What follows belongs to an exercise in optimizing a design on an open flow for small area, a short achievable clock period and few clock cycles per item; a production flow would make more cautious choices.
Power figures rest on the tool's default switching activity, not on a simulated workload.

Setup of job 5735:
// harp_clockdec
module harp_clockdec (
    input  wire        clk,
    input  wire        rst,               
    input  wire [23:0] cfg_sample_rate,   
    input  wire [15:0] cfg_baud,          
    input  wire        in_valid,
    output wire        in_ready,
    input  wire [31:0] in_time,           
    input  wire        in_state,          
    output wire        out_valid,
    output wire [31:0] out_local,         
    output wire [31:0] out_value,         
    output wire [1:0]  out_status         
);
Size in the first run: about 2400 cells after synthesis, about 330 flip-flops, about 140 I/O pins, ~23000 um2 of cells after synthesis.
clock: 10.0 ns
lec_check: 0
abc_clock_period_in_ps: 5000
cap_margin: 20
core_margin: 2
core_utilization: 40
setup_slack_margin: 4.5
slew_margin: 20
run.sh (not shown) runs the stock make flow with config.mk's settings and CLKGATE_MAP_FILE= SYNTH_SCRIPT=/design/flow/synth_recipe.tcl, a recipe that flattens the netlist after the stock synthesis.
## Diff of input files: job 2228 against job 5735
--- a/flow/design.v
+++ b/flow/design.v
@@ -58,22 +58,22 @@
     wire [31:0] r2_time = {r2_tx, r2_rnd, r2_ip, r2_m};
     localparam [2:0] E_IDLE = 3'd0, E_INIT = 3'd1, E_DIV = 3'd2, E_RUN = 3'd3,
                      E_EVAL = 3'd4, E_READY = 3'd5;
     reg [2:0]  e_st;
     reg [26:0] acc;
     reg        e_sat;        
     reg [5:0]  e_n;          
-    reg [5:0]  lo, hi, ej;   
-    reg        n_bit;        
+    reg [5:0]  lo, hi;
+    wire [6:0] ej_sum = {1'b0, lo} + {1'b0, hi} + 7'd1;
+    wire [5:0] ej     = ej_sum[6:1];           
     wire       stall = r2_iv && r2_slow && (e_st != E_READY);
     wire       adv   = !stall;
     wire [6:0]  nj    = {ej, 1'b0} - 7'd1;                  
     wire        t_bit = r2_m[22];
-    wire [5:0]  e_n1  = e_n - 6'd1;
-    wire        n_nxt = (e_st == E_RUN && e_n1 < 6'd7) ? nj[e_n1[2:0]] : 1'b0;
+    wire        n_bit = (e_n < 6'd7) ? nj[e_n[2:0]] : 1'b0;
     reg  [26:0] e_a;
     reg         e_b;
     always @(*) begin
         case (e_st)
             E_INIT:  begin e_a = {11'd0, baud};                       e_b = 1'b1;  end
             E_DIV:   begin e_a = {26'd0, t_bit};                      e_b = 1'b1;  end
             default: begin
@@ -87,18 +87,16 @@
     wire [26:0] e_sum = acc2 + e_a - (e_b ? {3'd0, sr} : 27'd0);
     wire        e_neg = e_sum[26];
     wire        e_big = (e_sum[26:24] != 3'b000) && (e_sum[26:24] != 3'b111);
     wire        a_zero = (acc == 27'd0);
     wire        e_ge   = (!acc[26] && !a_zero) || (a_zero && !ej[0]);
     wire [5:0]  lo_n   = e_ge ? ej : lo;
     wire [5:0]  hi_n   = e_ge ? hi : ej - 6'd1;
-    wire [6:0]  mid_n  = {1'b0, lo_n} + {1'b0, hi_n} + 7'd1;
     wire [5:0]  lo_0   = r2_neg ? 6'd0 : r2_ovf ? 6'd16 : {1'b0, r2_ip};
     wire [5:0]  hi_0   = r2_neg ? 6'd1 : r2_ovf ? 6'd39 : {1'b0, r2_ip} + 6'd1;
-    wire [6:0]  mid_0  = {1'b0, lo_0} + {1'b0, hi_0} + 7'd1;
     wire        e_done_now = (e_st == E_EVAL) && (lo_n == hi_n);
     reg [5:0]  bc_len;       
     reg        bc_fault;
     reg [31:0] bc_val;       
     wire [5:0]  k_w      = r2_slow ? lo : {1'b0, r2_ip};
     wire        k_c      = !r2_slow && r2_rnd;
     wire        go2      = r2_iv && adv;
@@ -211,15 +209,14 @@
             r2_slow <= s1_slow;
             r2_tx   <= r1_msh[8:6];
             r2_rnd  <= r1_bnd ? r1_msh[5]   : y_f[12];
             r2_ip   <= r1_bnd ? r1_msh[4:0] : y_ip;
         end
         if (r2_bnd)
             bc_local <= r2_time;
-        n_bit <= n_nxt;
         case (e_st)
             E_INIT: begin
                 acc  <= e_neg ? {11'd0, baud} : 27'd0;
                 r2_m <= e_neg ? 23'd0 : {baud, 7'd0};
             end
             E_DIV: begin
                 acc  <= e_neg ? {acc[25:0], t_bit} : e_sum;
@@ -232,22 +229,20 @@
                 r2_m  <= {r2_m[21:0], r2_m[22]};
             end
             E_EVAL: begin
                 acc   <= 27'd0;
                 e_sat <= 1'b0;
                 lo    <= lo_n;
                 hi    <= hi_n;
-                ej    <= mid_n[6:1];
             end
             default: begin
                 acc   <= 27'd0;
                 e_sat <= 1'b0;
                 lo    <= lo_0;
                 hi    <= hi_0;
-                ej    <= mid_0[6:1];
                 if (adv)
                     r2_m <= r1_m;
             end
         endcase
         if (r2_bnd)
             bc_fault <= 1'b0;
         else if (go2 && r2_neg)
## What came out
Final critical-path setup slack delta (job 2228 − job 5735): unfavourable. Between job 2228 and job 5735, the difference in adder-cell area share of the yosys netlist is negligible. Taking job 5735 as the reference, in job 2228 count of clock-buffer cells in the layout now larger; time the worst path needs with I/O delays and setup increased 980 ps; standby leakage power dropped about 0.3%; wire length of the first global-routing pass went up about 2.8%; count of inverters other than clock inverters in the layout now larger. [job 2228 vs job 5735] part of the power in combinational logic: higher in job 2228. Going from job 5735 to job 2228, sequential group share of total power shrank by 3.5 points, routed wire length has increased.
Function was not checked in any run of this note: the RTL went through the layout flow alone.

========
## v13
Another version of the RTL of harp_clockdec (not shown whole).
Size: ~2100 cells after synthesis, roughly 140 I/O pins, roughly 21000 um2 of cells after synthesis.
==> flow/design.v (excerpt) <==
module harp_clockdec (
    input  wire        clk,
    input  wire        rst,               
    input  wire [23:0] cfg_sample_rate,   
    input  wire [15:0] cfg_baud,          
    input  wire        in_valid,
    output wire        in_ready,
    input  wire [31:0] in_time,           
    input  wire        in_state,          
    output wire        out_valid,
    output wire [31:0] out_local,         
    output wire [31:0] out_value,         
    output wire [1:0]  out_status         
);
    reg  [23:0] sr;
    reg  [15:0] baud;
    always @(posedge clk) begin
        sr   <= cfg_sample_rate;
        baud <= cfg_baud;
    end
    reg [8:0]  G;
    reg [4:0]  u;
    reg        rdy;
    reg        r0_v;
    reg [22:0] r0_d;         
    reg        r0_neg;       
    reg        r0_hnz;       
    reg        r0_hno;       
    reg        r0_hp;        
    reg        r0_lvl;       
    assign in_ready = rdy;
    wire accept = in_valid && rdy;
    reg        have_prev;
    reg [31:0] prev_time;
    wire [32:0] in_d = {1'b0, in_time} - {1'b0, prev_time};
    reg        prev_state;
    reg        in_range;
    wire [22:0] d_pos = r0_d;
    wire        neg   = r0_neg;
    wire        boundary = !neg && (r0_hnz || (d_pos > {1'b0, sr[23:1]}));
    wire [22:0] m      = d_pos ^ {23{neg}};
    wire [30:0] m_x    = {m, 8'd0};
    wire [22:0] m_l4   = u[4] ? {8'd0, m_x[30:16]} : m_x[22:0];
    wire [14:0] m_l3   = u[3] ? m_l4[22:8] : m_l4[14:0];
  ...
==> flow/config.mk <==
export PLATFORM = sky130hd
export DESIGN_NAME = harp_clockdec
export DESIGN_NICKNAME = harp_clockdec
export VERILOG_FILES = /design/flow/design.v
export SDC_FILE = /design/flow/constraint.sdc
export NUM_CORES = 4
export LEC_CHECK = 0
export ABC_CLOCK_PERIOD_IN_PS = 4000
export CAP_MARGIN = 20
export CORE_MARGIN = 2
export CORE_UTILIZATION = 40
export SETUP_SLACK_MARGIN = 5.0
export SLEW_MARGIN = 20
==> flow/constraint.sdc <==
create_clock -name core_clock -period 10.0 [get_ports {clk}]
set_input_delay 2.0000 -clock core_clock [delete_from_list [all_inputs] [get_ports {clk}]]
set_output_delay 2.0000 -clock core_clock [all_outputs]
set_load 0.01 [all_outputs]
v13 went all the way through synthesis, placement and routing and the layout is clean on timing, DRC and antenna.
Modified inputs, v10 compared to v13
-- flow/design.v --
<<< v13, line 40
    wire        boundary = !neg && (r0_hnz || (d_pos > {1'b0, sr[23:1]}));
    wire [22:0] m      = d_pos ^ {23{neg}};
    wire [30:0] m_x    = {m, 8'd0};
    wire [22:0] m_l4   = u[4] ? {8'd0, m_x[30:16]} : m_x[22:0];
    wire [14:0] m_l3   = u[3] ? m_l4[22:8] : m_l4[14:0];
    wire [10:0] m_l2   = u[2] ? m_l3[14:4] : m_l3[10:0];
    wire [8:0]  m_l1   = u[1] ? m_l2[10:2] : m_l2[8:0];
    wire [7:0]  m_ext  = u[0] ? m_l1[8:1]  : m_l1[7:0];
    reg  [22:0] hi_mask;
    integer q;
>>> v10, line 40
    wire        boundary = !neg && (r0_hnz || (d_pos > {1'b0, sr[23:1]}));
    wire [22:0] m      = d_pos ^ {23{neg}};
    wire [31:0] m_x    = {m, 9'd0};
    wire [24:0] m_l4   = u[4] ? {9'd0, m_x[31:16]} : m_x[24:0];
    wire [16:0] m_l3   = u[3] ? m_l4[24:8] : m_l4[16:0];
    wire [12:0] m_l2   = u[2] ? m_l3[16:4] : m_l3[12:0];
    wire [10:0] m_l1   = u[1] ? m_l2[12:2] : m_l2[10:0];
    wire [8:0]  m_ext  = u[0] ? m_l1[9:1]  : m_l1[8:0];
    reg  [22:0] hi_mask;
    integer q;
<<< v13, line 55
    reg        r1_iv, r1_bnd, r1_cls, r1_neg, r1_ovf, r1_lvl;
    reg [22:0] r1_m;
    reg [7:0]  r1_msh;
    reg        r1_t31;       
    reg  [16:0] y;           
    integer i;
    always @(*) begin
        y = 17'd0;
        for (i = 0; i < 9; i = i + 1)
            y = y + ({9'd0, r1_msh & {8{G[i]}}} << i);
    end
    wire [4:0]  y_ip = y[16:12];
    wire [11:0] y_f  = y[11:0];
    wire        amb  = (y_f[11:8] == 4'd5) || (y_f[11:8] == 4'd6) || (y_f[11:8] == 4'd7) ||
                       (y_f == 12'h800);
    wire        s1_slow = r1_iv && (r1_neg ? !r1_ovf : (r1_ovf || amb));
    reg        r2_iv, r2_bnd, r2_cls, r2_neg, r2_ovf, r2_lvl, r2_slow;
>>> v10, line 55
    reg        r1_iv, r1_bnd, r1_cls, r1_neg, r1_ovf, r1_lvl;
    reg [22:0] r1_m;
    reg [8:0]  r1_msh;
    reg  [17:0] y;           
    integer i;
    always @(*) begin
        y = 18'd0;
        for (i = 0; i < 9; i = i + 1)
            y = y + ({9'd0, r1_msh & {9{G[i]}}} << i);
    end
    wire [4:0]  y_ip = y[17:13];
    wire [12:0] y_f  = y[12:0];
    wire        amb  = (y_f[12:10] == 3'b011) || (y_f == 13'h1000);
    wire        s1_slow = r1_iv && (r1_neg ? !r1_ovf : (r1_ovf || amb));
    reg        r2_iv, r2_bnd, r2_cls, r2_neg, r2_ovf, r2_lvl, r2_slow;
<<< v13, line 143
    assign out_status = bc_fault ? 2'd1 : (bc_len != 6'd39) ? 2'd2 : 2'd0;
    assign out_value  = (!bc_fault && bc_len == 6'd39) ? bc_val : 32'd0;
    wire pre      = (e_st == E_INIT) || (e_st == E_ZERO) || (e_st == E_DIV);
    wire pre_n    = (e_st == E_INIT) || (e_st == E_ZERO) || (e_st == E_DIV && !G[7]);
    wire c0       = r0_v && adv && (!pre || !r0_hp);   
    wire r0_v_n   = accept || (r0_v && !c0);
    wire s0_tok   = c0 && r0_hp;
    wire s0_bnd   = s0_tok && boundary;
>>> v10, line 141
    assign out_status = bc_fault ? 2'd1 : (bc_len != 6'd39) ? 2'd2 : 2'd0;
    assign out_value  = (!bc_fault && bc_len == 6'd39) ? bc_val : 32'd0;
    wire c0       = r0_v && adv;                   
    wire s0_tok   = c0 && r0_hp;
    wire s0_bnd   = s0_tok && boundary;
<<< v13, line 178
                r2_bnd <= r1_bnd;
            end
            rdy  <= pre_n ? !r0_v_n : !stall_n;
            case (e_st)
                E_INIT: begin
>>> v10, line 173
                r2_bnd <= r1_bnd;
            end
            rdy  <= !(e_st == E_INIT || e_st == E_ZERO || (e_st == E_DIV && !G[7])) && !stall_n;
            case (e_st)
                E_INIT: begin
<<< v13, line 234
            r1_ovf <= s0_ovf;
            r1_m   <= boundary ? prev_time[22:0]  : m;
            r1_msh <= boundary ? prev_time[30:23] : m_ext;
            r1_t31 <= prev_time[31];
            r1_lvl <= r0_lvl;
            r2_cls  <= r1_cls; r2_neg <= r1_neg; r2_ovf <= r1_ovf; r2_lvl <= r1_lvl;
            r2_slow <= s1_slow;
            r2_tx   <= {r1_t31, r1_msh[7:6]};
            r2_rnd  <= r1_bnd ? r1_msh[5]   : y_f[11];
            r2_ip   <= r1_bnd ? r1_msh[4:0] : y_ip;
        end
>>> v10, line 229
            r1_ovf <= s0_ovf;
            r1_m   <= boundary ? prev_time[22:0]  : m;
            r1_msh <= boundary ? prev_time[31:23] : m_ext[8:0];
            r1_lvl <= r0_lvl;
            r2_cls  <= r1_cls; r2_neg <= r1_neg; r2_ovf <= r1_ovf; r2_lvl <= r1_lvl;
            r2_slow <= s1_slow;
            r2_tx   <= r1_msh[8:6];
            r2_rnd  <= r1_bnd ? r1_msh[5]   : y_f[12];
            r2_ip   <= r1_bnd ? r1_msh[4:0] : y_ip;
        end
Findings:
- v10 ended with every stage complete and zero timing, DRC or antenna violations.
- Clock-pin slew on the worst setup and hold paths: v13 vs v10 — no meaningful difference
- Diff v13 -> v10: sum of routed wire length over all layers saw an increase, worst reg2reg path depth moved up.
- Comparing v13 and v10, the higher sequential share of the synthesized area is on v13.
- [diff] post-layout minimum cycle time, v10 relative to v13: regression
- Summary of v10 over v13: cell count along the critical path picked up an extra 6; power higher.
No functional check of the RTL was part of any run of this note.

re-timing with driven ports:
How much do the figures lean on ideal ports? The routed layouts below were timed once more, with nothing changed but the port constraints.
Step 1: set_driving_cell puts a clkbuf_16 on clk and a buf_2 on each other input, an assumption about the parent block.
Step 2, shift: input delay + t, output delay - t, t = (earliest + latest rising clock arrival at the registers) / 2. This alone moves slack from input paths to output paths.
Three values: ideal, step 1, step 2; two values: the first two.
| run | t (ns) | setup slack, ns | hold WS [ns] | latest minus earliest clock arrival (ns) |
|---|---|---|---|---|
| job 5735 | 0.618 | 4.594 / 4.594 / 4.594 | 0.409 / 0.409 / 0.409 | 0.026 / 0.026 |
| job 2228 | 0.613 | 3.611 / 3.611 / 3.611 | 0.412 / 0.412 / 0.412 | 0.031 / 0.031 |
| v13 | 0.611 | 5.099 / 5.131 / 4.520 | 0.418 / 0.418 / 0.418 | 0.023 / 0.023 |
| v10 | 0.611 | 4.894 / 4.894 / 4.456 | 0.418 / 0.418 / 0.418 | 0.028 / 0.028 |
After both steps setup and hold are still met in every run listed. The setup slack of v13, which loses most, moves by +0.032 ns with the drivers and by -0.579 ns with both steps.
